This design comes from an exercise in tuning for small area, a short achievable clock period and few clock cycles per item on the open sky130 flow, not from production work. Function was checked by simulation only, so behaviour that the tests miss may differ from the original. Power is estimated from default activity; no workload was simulated.

==> config.mk <==
export PLATFORM = sky130hd
export DESIGN_NAME = bf16_alu
export DESIGN_NICKNAME = bf16_alu
export VERILOG_FILES = /design/flow/design.v
export SDC_FILE = /design/flow/constraint.sdc
export NUM_CORES = 4
export LEC_CHECK = 0
export CAP_MARGIN = 20
export CORE_MARGIN = 2
export CORE_UTILIZATION = 40
export SLEW_MARGIN = 20
==> constraint.sdc <==
create_clock -name core_clock -period 46.0 [get_ports {clk}]
set_input_delay 9.2000 -clock core_clock [delete_from_list [all_inputs] [get_ports {clk}]]
set_output_delay 9.2000 -clock core_clock [all_outputs]
set_load 0.01 [all_outputs]
==> design.v <==
module bf16_classify (
    input  wire [15:0] a,
    output wire        e_zero,    
    output wire        e_max,     
    output wire        m_zero,    
    output wire [6:0]  nm,        
    output wire [2:0]  k          
);
    assign e_zero = (a[14:7] == 8'd0);
    assign e_max  = (a[14:7] == 8'd255);
    assign m_zero = (a[6:0] == 7'd0);
    wire [6:0] m = a[6:0];
    reg  [2:0] kk;
    always @* begin
        casez (m)
            7'b1??????: kk = 3'd1;
            7'b01?????: kk = 3'd2;
            7'b001????: kk = 3'd3;
            7'b0001???: kk = 3'd4;
            7'b00001??: kk = 3'd5;
            7'b000001?: kk = 3'd6;
            default:    kk = 3'd7;
        endcase
    end
    assign k  = e_zero ? kk : 3'd0;
    wire [7:0] sh = {1'b0, m} << k;
    assign nm = sh[6:0];
endmodule
module bf16_addsub (
    input  wire        sub,
    input  wire [15:0] a,
    input  wire [15:0] b_in,
    output reg         raw,       
    output reg  [15:0] r_raw,
    output wire        rs,
    output wire        eff_sub,
    output wire [7:0]  eb,        
    output wire [8:0]  x          
);
    wire [15:0] b = {b_in[15] ^ sub, b_in[14:0]};
    wire a_emax = (a[14:7] == 8'd255);
    wire b_emax = (b[14:7] == 8'd255);
    wire a_mz   = (a[6:0] == 7'd0);
    wire b_mz   = (b[6:0] == 7'd0);
    wire a_zero = (a[14:0] == 15'd0);
    wire swap = (b[14:0] > a[14:0]) | a_zero;
    wire [15:0] big = swap ? b : a;
    wire [15:0] sml = swap ? a : b;
    wire [7:0] eS = sml[14:7];
    assign eb = big[14:7];
    wire [7:0] sigB = {eb != 8'd0, big[6:0]};
    wire [7:0] sigS = {eS != 8'd0, sml[6:0]};
    wire [7:0] d = eb - eS;
    wire far = (d > 8'd8) | (sml[14:0] == 15'd0);
    wire [7:0] sigS_sh = sigS >> d[3:0];
    assign eff_sub = a[15] ^ b[15];
    assign rs = big[15];
    assign x = eff_sub ? {1'b0, sigB - sigS_sh} : {1'b0, sigB} + {1'b0, sigS_sh};
    always @* begin
        raw = 1'b1;
        if (a_emax & ~a_mz)                          r_raw = a;
        else if (b_emax & ~b_mz)                     r_raw = b;
        else if (a_emax & b_emax & eff_sub)          r_raw = 16'h7FC0;
        else if (a_emax)                             r_raw = a;
        else if (b_emax)                             r_raw = b;
        else begin
            r_raw = big;
            raw   = far;
        end
    end
endmodule
module bf16_addsub_fin (
    input  wire        rs,
    input  wire        eff_sub,
    input  wire [7:0]  eb,
    input  wire [8:0]  x,
    output reg  [15:0] r
);
    reg [3:0] k;
    always @* begin
        casez (x[7:0])
            8'b1???????: k = 4'd0;
            8'b01??????: k = 4'd1;
            8'b001?????: k = 4'd2;
            8'b0001????: k = 4'd3;
            8'b00001???: k = 4'd4;
            8'b000001??: k = 4'd5;
            8'b0000001?: k = 4'd6;
            8'b00000001: k = 4'd7;
            default:     k = 4'd8;
        endcase
    end
    wire [7:0] xn   = x[7:0] << k[2:0];
    wire [7:0] eb_k = eb - {4'd0, k};
    wire [7:0] eb_1 = eb + 8'd1;
    always @* begin
        if (!eff_sub) begin
            if (x[8]) r = (eb == 8'd254) ? {rs, 15'h7F80} : {rs, eb_1, x[7:1]};
            else      r = {rs, eb, x[6:0]};
        end else begin
            if (k == 4'd8)                         r = 16'h0000;
            else if (k != 4'd0 && eb <= {4'd0, k}) r = {rs, 15'd0};
            else                                   r = {rs, eb_k, xn[6:0]};
        end
    end
endmodule
module bf16_mul (
    input  wire [15:0] a,
    input  wire [15:0] b,
    input  wire        a_ez, a_em, a_mz, b_ez, b_em, b_mz,
    input  wire [6:0]  a_nm, b_nm,
    input  wire [2:0]  a_k, b_k,
    output reg         raw,
    output reg  [15:0] r_raw,
    output wire [8:0]  p,         
    output wire [9:0]  re         
);
    wire rs = a[15] ^ b[15];
    wire a_zero = a_ez & a_mz;
    wire b_zero = b_ez & b_mz;
    wire [15:0] pp = {1'b1, a_nm} * {1'b1, b_nm};
    assign p = pp[15:7];
    assign re = {2'b00, a[14:8], a[7] | a_ez} + {2'b00, b[14:8], b[7] | b_ez}
              - 10'd127 - {7'd0, a_k} - {7'd0, b_k};
    always @* begin
        raw = 1'b1;
        if (a_em & ~a_mz)          r_raw = a;
        else if (b_em & ~b_mz)     r_raw = b;
        else if (a_em)             r_raw = b_zero ? 16'h7FC0 : {rs, 15'h7F80};
        else if (b_em)             r_raw = a_zero ? 16'h7FC0 : {rs, 15'h7F80};
        else if (a_zero || b_zero) r_raw = {rs, 15'd0};
        else begin
            r_raw = {rs, 15'd0};
            raw   = 1'b0;
        end
    end
endmodule
module bf16_mul_fin (
    input  wire        rs,
    input  wire [8:0]  p,
    input  wire [9:0]  re_in,
    output reg  [15:0] r
);
    wire signed [10:0] re = $signed({re_in[9], re_in}) + $signed({10'd0, p[8]});
    wire [7:0] sig = p[8] ? p[8:1] : p[7:0];
    wire [2:0] dsh = 3'd1 - re[2:0];    
    wire [7:0] den = sig >> dsh;
    always @* begin
        if (re >= 11'sd255)      r = {rs, 15'h7F80};
        else if (re < -11'sd6)   r = {rs, 15'd0};
        else if (re <= 11'sd0)   r = {rs, 8'd0, den[6:0]};
        else                     r = {rs, re[7:0], sig[6:0]};
    end
endmodule
module bf16_div #(parameter SPLIT = 3) (
    input  wire [15:0] a,
    input  wire [15:0] b,
    input  wire        a_ez, a_em, a_mz, b_ez, b_em, b_mz,
    input  wire [6:0]  a_nm, b_nm,
    input  wire [2:0]  a_k, b_k,
    output reg         raw,
    output reg  [15:0] r_raw,
    output wire [7:0]  re,         
    output reg  [7:0]  rem,        
    output reg  [6:0]  mq          
);
    wire rs = a[15] ^ b[15];
    wire a_zero = a_ez & a_mz;
    wire b_zero = b_ez & b_mz;
    wire [7:0] x = {1'b1, a_nm};
    wire [7:0] y = {1'b1, b_nm};
    wire       ge = (x >= y);
    wire [8:0] d1 = {1'b0, x} - {1'b0, y};
    wire [8:0] d2 = {x, 1'b0} - {1'b0, y};
    reg  [8:0] t;
    integer i;
    always @* begin
        rem = ge ? d1[7:0] : d2[7:0];
        mq  = 7'd0;
        for (i = 6; i > 6 - SPLIT; i = i - 1) begin
            t     = {rem, 1'b0} - {1'b0, y};
            mq[i] = ~t[8] | rem[7];
            if (mq[i]) rem = t[7:0];
            else       rem = {rem[6:0], 1'b0};
        end
    end
    wire signed [4:0] lp = $signed({2'b00, b_k}) - $signed({2'b00, a_k}) - $signed({4'd0, ~ge});
    wire sat = (lp > 5'sd0);
    wire signed [10:0] re0 = $signed({3'b000, a[14:8], a[7] | a_ez})
                           - $signed({3'b000, b[14:8], b[7] | b_ez}) + 11'sd127;
    wire signed [10:0] ref_ = sat ? re0 : re0 + $signed({{6{lp[4]}}, lp});
    assign re = ref_[7:0];
    always @* begin
        raw = 1'b1;
        if (a_em & ~a_mz)          r_raw = a;
        else if (b_em & ~b_mz)     r_raw = b;
        else if (a_em & b_em)      r_raw = 16'h7FC0;
        else if (a_zero & b_zero)  r_raw = 16'h7FC0;
        else if (a_em)             r_raw = {rs, 15'h7F80};
        else if (b_em)             r_raw = {rs, 15'd0};
        else if (b_zero)           r_raw = {rs, 15'h7F80};
        else if (a_zero)           r_raw = {rs, 15'd0};
        else if (ref_ >= 11'sd255) r_raw = {rs, 15'h7F80};
        else if (ref_ <= 11'sd0)   r_raw = {rs, 15'd0};
        else if (sat)              r_raw = {rs, ref_[7:0], 7'h7F};
        else begin
            r_raw = {rs, 15'd0};
            raw   = 1'b0;
        end
    end
endmodule
module bf16_div_fin #(parameter SPLIT = 3) (
    input  wire [7:0]  rem_in,
    input  wire [6:0]  y_m,
    input  wire [6:0]  mq_in,
    output reg  [6:0]  mq
);
    wire [7:0] y = {1'b1, y_m};
    reg  [7:0] rem;
    reg  [8:0] t;
    integer i;
    always @* begin
        rem = rem_in;
        mq  = mq_in;
        for (i = 6 - SPLIT; i >= 0; i = i - 1) begin
            t     = {rem, 1'b0} - {1'b0, y};
            mq[i] = ~t[8] | rem[7];
            if (mq[i]) rem = t[7:0];
            else       rem = {rem[6:0], 1'b0};
        end
    end
endmodule
module bf16_alu (
    input  wire        clk,
    input  wire        rst,         
    input  wire        in_valid,
    output wire        in_ready,
    input  wire [2:0]  op,
    input  wire [15:0] a,
    input  wire [15:0] b,
    output reg         out_valid,
    output reg  [15:0] r
);
    localparam SPLIT = 3;
    assign in_ready = 1'b1;
    reg        v0;
    reg [2:0]  op0;
    reg [15:0] a0, b0;
    always @(posedge clk) begin
        v0  <= ~rst & in_valid;
        op0 <= op;
        a0  <= a;
        b0  <= b;
    end
    wire a_ez, a_em, a_mz, b_ez, b_em, b_mz;
    wire [6:0] a_nm, b_nm;
    wire [2:0] a_k, b_k;
    bf16_classify ca (.a(a0), .e_zero(a_ez), .e_max(a_em), .m_zero(a_mz), .nm(a_nm), .k(a_k));
    bf16_classify cb (.a(b0), .e_zero(b_ez), .e_max(b_em), .m_zero(b_mz), .nm(b_nm), .k(b_k));
    wire        add_raw, add_rs, add_sub;
    wire [15:0] add_r;
    wire [7:0]  add_e;
    wire [8:0]  add_x;
    bf16_addsub u_add (.sub(op0[0]), .a(a0), .b_in(b0), .raw(add_raw), .r_raw(add_r),
                       .rs(add_rs), .eff_sub(add_sub), .eb(add_e), .x(add_x));
    wire        mul_raw;
    wire [15:0] mul_r;
    wire [8:0]  mul_p;
    wire [9:0]  mul_e;
    bf16_mul u_mul (.a(a0), .b(b0), .a_ez(a_ez), .a_em(a_em), .a_mz(a_mz),
                    .b_ez(b_ez), .b_em(b_em), .b_mz(b_mz), .a_nm(a_nm), .b_nm(b_nm),
                    .a_k(a_k), .b_k(b_k), .raw(mul_raw), .r_raw(mul_r), .p(mul_p), .re(mul_e));
    wire        div_raw;
    wire [15:0] div_r;
    wire [7:0]  div_e, div_rem;
    wire [6:0]  div_mq;
    bf16_div #(.SPLIT(SPLIT)) u_div (.a(a0), .b(b0), .a_ez(a_ez), .a_em(a_em), .a_mz(a_mz),
                    .b_ez(b_ez), .b_em(b_em), .b_mz(b_mz), .a_nm(a_nm), .b_nm(b_nm),
                    .a_k(a_k), .b_k(b_k), .raw(div_raw), .r_raw(div_r), .re(div_e),
                    .rem(div_rem), .mq(div_mq));
    wire a_zero = a_ez & a_mz;
    wire a_inf  = a_em & a_mz;
    wire a_nan  = a_em & ~a_mz;
    wire a_den  = a_ez & ~a_mz;
    wire [2:0] cls_code = {a_den, ~a_zero & ~a_inf & ~a_den, a_inf | ~a_zero & ~a_den & ~a_nan};
    reg  [1:0]  m_d;
    reg  [15:0] raw_d;
    reg         s_d, sub_d;
    reg  [9:0]  e_d;
    reg  [8:0]  x_d;
    reg  [6:0]  y_d, q_d;
    always @* begin
        m_d   = 2'd0;
        raw_d = 16'd0;
        s_d   = add_rs;
        sub_d = add_sub;
        e_d   = {2'b00, add_e};
        x_d   = add_x;
        y_d   = b_nm;
        q_d   = div_mq;
        case (op0)
            3'd0, 3'd1: begin m_d = add_raw ? 2'd0 : 2'd1; raw_d = add_r; end
            3'd2: begin
                m_d = mul_raw ? 2'd0 : 2'd2; raw_d = mul_r;
                s_d = a0[15] ^ b0[15]; e_d = mul_e; x_d = mul_p;
            end
            3'd3: begin
                m_d = div_raw ? 2'd0 : 2'd3; raw_d = div_r;
                s_d = a0[15] ^ b0[15]; e_d = {2'b00, div_e}; x_d = {1'b0, div_rem};
            end
            3'd4: raw_d = {15'd0, a_zero};
            3'd5: raw_d = {15'd0, a_nan};
            3'd6: raw_d = {15'd0, a_inf};
            default: raw_d = {13'd0, cls_code};
        endcase
    end
    reg        v1;
    reg [1:0]  m1;
    reg [15:0] raw1;
    reg        s1, sub1;
    reg [9:0]  e1;
    reg [8:0]  x1;
    reg [6:0]  y1, q1;
    always @(posedge clk) begin
        v1   <= ~rst & v0;
        m1   <= m_d;
        raw1 <= raw_d;
        s1   <= s_d;
        sub1 <= sub_d;
        e1   <= e_d;
        x1   <= x_d;
        y1   <= y_d;
        q1   <= q_d;
    end
    wire [15:0] add_f, mul_f;
    wire [6:0]  div_m;
    bf16_addsub_fin u_addf (.rs(s1), .eff_sub(sub1), .eb(e1[7:0]), .x(x1), .r(add_f));
    bf16_mul_fin    u_mulf (.rs(s1), .p(x1), .re_in(e1), .r(mul_f));
    bf16_div_fin #(.SPLIT(SPLIT)) u_divf (.rem_in(x1[7:0]), .y_m(y1), .mq_in(q1), .mq(div_m));
    reg [15:0] res;
    always @* begin
        case (m1)
            2'd0: res = raw1;
            2'd1: res = add_f;
            2'd2: res = mul_f;
            default: res = {s1, e1[7:0], div_m};
        endcase
    end
    always @(posedge clk) begin
        out_valid <= ~rst & v1;
        r         <= res;
    end
endmodule
==> run.sh <==
#!/bin/bash
# synth_recipe.tcl (not shown) runs the flow's synth.tcl, then flattens the netlist and writes it again
# the make line also repeats each setting of config.mk as NAME=value (left out here)
make -C /OpenROAD-flow-scripts/flow DESIGN_CONFIG=/design/flow/config.mk WORK_HOME=/design/flow/orfs CLKGATE_MAP_FILE= SYNTH_SCRIPT=/design/flow/synth_recipe.tcl finish
==> impl_metrics.py <==
metrics = {
    "grt": {
        "grt_pass1_vias": 13300,
        "grt_usage_pct": 23.5,
        "overflow": 0,
        "antenna_found_initial": 1,
        "grt_pass1_wl_mm": 72.2,
        "grt_max_degree": 37,
    },
    "floorplan": {
        "die_y_um": 195,
        "die_x_um": 195,
        "io_pins": 56,
        "rows": 69,
        "start_util_pct": 40.7,
        "die-area_um2": 37900,
        "core_area_um2": 35700,
    },
    "yosys": {
        "yosys-top-cells-area": "ha_1, dfxtp_1, fa_1",
        "synthMuxAreaShare_pct": 4.73,
        "syn-mean-instance-area_um2": 7.43,
        "syn-cell-area_um2": 14600,
        "synth_ff_type": "dfxtp_1",
        "yosys_warnings": 8,
        "yosysSeqAreaShare_pct": 14.2,
        "synth_edf_count": 0,
        "synth_fp_nets": 2228,
        "synth-simple-area-share_pct": 19.5,
        "synthDistinctLibCells": 93,
        "synthAdderAreaFrac_pct": 22.3,
        "synth_top_cell_by_area": "ha_1",
        "synth_seq_cells": 103,
        "synth-xor-area-share_pct": 5.60,
        "synthCells": 1960,
        "ys_async_sr_fraction_pct": 0,
        "synth_top_family_by_area": "compound AO/OA/AOI/OAI gates",
        "synth_compound_area_share_pct": 26.4,
        "synth_top_area_share_pct": 15.6,
    },
    "worst_setup_path": {
        "timing.critical_path.mode_cell": "ha_1",
        "rr_worst_depth": 41,
        "slowest_stage": "nor2_1",
        "rr_endpoint": "x1[1]",
        "worst_ep_arrival_time_ns": 11.86,
        "worst_ep_required_time_ns": 46.26,
        "cp_top_family": "compound AO/OA/AOI/OAI gates",
        "critPathLaunchType": "register",
        "r2r_start": "a0[11]",
        "cp-end-kind": "register",
        "critPathLaunch": "a0[11]",
        "ff2ff_setup_slack_ns": 34.39,
        "worstSetupPathType": "register to register",
        "path_depth": 41,
        "slowest_delay_ns": 0.67,
        "crit_buf_inv": 3,
        "endpoint": "x1[1]",
        "cp_max_fo": 12,
    },
    "placed_design": {
        "dpl.hpwl_mm": 36.1,
        "gp_congestion": 0.914,
        "portBuffers": 54,
    },
    "timing": {
        "maxSlewHeadroom_pct": 35.6,
        "tightestPinTransition_ns": 0.962,
        "period_minus_slack_ns": 11.61,
        "setup_viol": 0,
        "fmax_mhz": 86.2,
        "maxSlewViolCount": 0,
        "hold_ws_ns": 0.452,
        "grt_setup_unrepaired": "false",
        "setup_tns_ns": 0,
        "finClkSkew_ns": 0.0146,
        "hold_viol": 0,
        "fin_crit_sh_pct": 25.2,
    },
    "route": {
        "vias": 14100,
        "wire_per_inst_um": 18.6,
        "routed_wl_mm": 44.9,
        "viasPerCell": 5.85,
        "dr.pass1.iters": 5,
        "first_iter_violations": 1350,
        "antenna_left": 0,
        "drc": 0,
    },
    "clock_tree": {
        "cts.repair.resized": 0,
        "htreeDepth": 3,
        "clk_latency_ns": 0.38,
        "cts_root_buf": "clkbuf_16",
        "ctsHoldBuffers": 0,
        "post_cts_buffers": 0,
        "cts_tree": "done",
        "clkSinkCount": 103,
        "cts_buffers": 9,
        "cts_buffer_depth": 2,
        "clk_pin_slew_ns": 0.08,
    },
    "power_and_ir_drop": {
        "p_leak_nw": 6.91,
        "ir_drop_v": 0.0000255,
        "p_per_area_nw_per_um2": 52.9,
    },
    "status": {
        "outcome": "no timing/DRC/antenna violations",
    },
    "finish": {
        "drive_gt1_share_pct": 4.30,
        "diodes": 0,
        "area_delta_synth_final_pct": 8.07,
        "nNetsFinal": 2218,
    },
    "min_path": {
        "hold_class": "register to register",
        "min_path_cells": 1,
    },
    "flow_run": {
        "maxCapViolCount": 0,
    },
}
==> flip-flops by register name, summed over array words and instances (netlist names) <==
register and cells:
a0 16, b0 16, r 16, raw1 16, e1 10, x1 9
y1 7, op0 3, q1 3, m1 2, out_valid 1, s1 1
sub1 1, v0 1, v1 1
==> cell families (layout without fill, tap and decap cells) <==
group                    Yosys count  count (layout)
buffers and inverters            271             266
multiplexers                      63              63
other                              1               1
flip-flops                       103             103
AO/OA/AOI/OAI                    590             590
adder cells (fa/ha/maj)          230             230
XOR/XNOR                          90              90
AND/OR/NAND/NOR                  612             612
==> where the power goes <==
part | internal (mW) | switching (mW)
clock | 0.0396 | 0.0419
sequential | 0.104 | 0.0283
combinational | 0.271 | 0.347
total | 0.415 | 0.417
==> area by class of cell <==
| type | instances | area, um^2 |
|---|---|---|
| Clock inverter | 7 | 96.3 |
| Timing Repair Buffer | 68 | 646 |
| Clock buffer | 9 | 225 |
| Tap cell | 461 | 577 |
| Fill cell | 3698 | 20000 |
| Inverter | 182 | 683 |
| Multi-Input combinational cell | 1586 | 11400 |
| Sequential cell | 103 | 2060 |
==> cells in the mapped netlist (12+ instances only) <==
cell type and n:
a211oi_1 26, a21boi_0 15, a21o_1 34, a21oi_1 174, a31oi_1 23, and2_1 13
clkbuf_1 75, dfxtp_1 103, fa_1 49, ha_1 181, inv_1 178, mux2_2 17
mux2i_1 43, nand2_1 169, nand2b_1 21, nand3_1 36, nand4_1 21, nor2_1 210
nor2b_1 29, nor3_1 45, nor4_1 12, o211ai_1 15, o21a_1 25, o21ai_0 116
o21bai_1 22, o22ai_1 14, o31ai_1 17, or3_1 13, xnor2_1 57, xor2_1 31
==> through the flow <==
| stage | setup slack, ns | power [mW] | area, um^2 | cells | util, % |
|---|---|---|---|---|---|
| after global placement | 34.89 | 0.735 | 15400 | 2400 | 43.1 |
| final | 34.39 | 0.832 | 15700 | 2416 | 44.0 |
| after global routing | 33.31 | 0.920 | 15700 | 2416 | 44.0 |
| after detailed placement | 34.53 | 0.746 | 15400 | 2400 | 43.1 |
| after CTS | 34.47 | 0.831 | 15700 | 2416 | 44.0 |
| after floorplan | 36.47 | 0.611 | 14600 | 1960 | - |
==> layout by cell type, fill, tap and decap left out, types with 13 or more instances in the layout <==
cell	instances
nor2_1	210
ha_1	181
inv_1	178
a21oi_1	173
nand2_1	169
o21ai_0	116
dfxtp_1	103
xnor2_1	56
clkdlybuf4s50_1	54
fa_1	49
nor3_1	45
mux2i_1	43
nand3_1	36
a21o_1	34
xor2_1	31
nor2b_1	29
a211oi_1	26
o21a_1	25
a31oi_1	23
o21bai_1	22
nand2b_1	21
nand4_1	21
mux2_2	17
o31ai_1	17
o211ai_1	15
a21boi_0	15
o22ai_1	14
buf_4	14
and2_1	13
or3_1	13
==> per-layer routing <==
layer	track usage, %	wire, um	part of all wire [%]
met5	0	0	0
met3	2.20	2550	5.7
met4	6.25	982	2.2
met2	36.6	19300	43
met1	34.5	22100	49
==> worst min-delay path by stage <==
stage	start	end	slack (ns)
after floorplan	v1	out_valid	0.41
after global placement	v0	v1	0.43
after detailed placement	v1	out_valid	0.43
after CTS	v0	v1	0.46
after global routing	v0	v1	0.47
final	v0	v1	0.45
Testbench counts, summed over its fixed seeds: cycles 32,024, items 32,000.

==> static timing again, ports no longer ideal <==
The flow's constraints put no driver on any port. The routed layout listed below was extracted and timed again, unchanged, in two steps. Step 1: set_driving_cell puts a clkbuf_16 on clk and a buf_2 on each other input, an assumption about the parent block. Step 2 also shifts input and output timing later by t, the mid clock arrival at the registers, as if the neighbouring blocks saw the same clock. a / b / c = no drivers / after step 1 / after step 2; a / b = the first two.
t (ns): 0.413
slack for setup (ns): 34.395 / 34.395 / 34.395
worst setup path at the end: register to register
clock arrival spread, ns: 0.014 / 0.015
worst slew at a driven data input, ns: 0.05
After both steps setup and hold are still met in this run. The setup slack of this run moves by 0.000 ns with the drivers and by 0.000 ns with both steps.
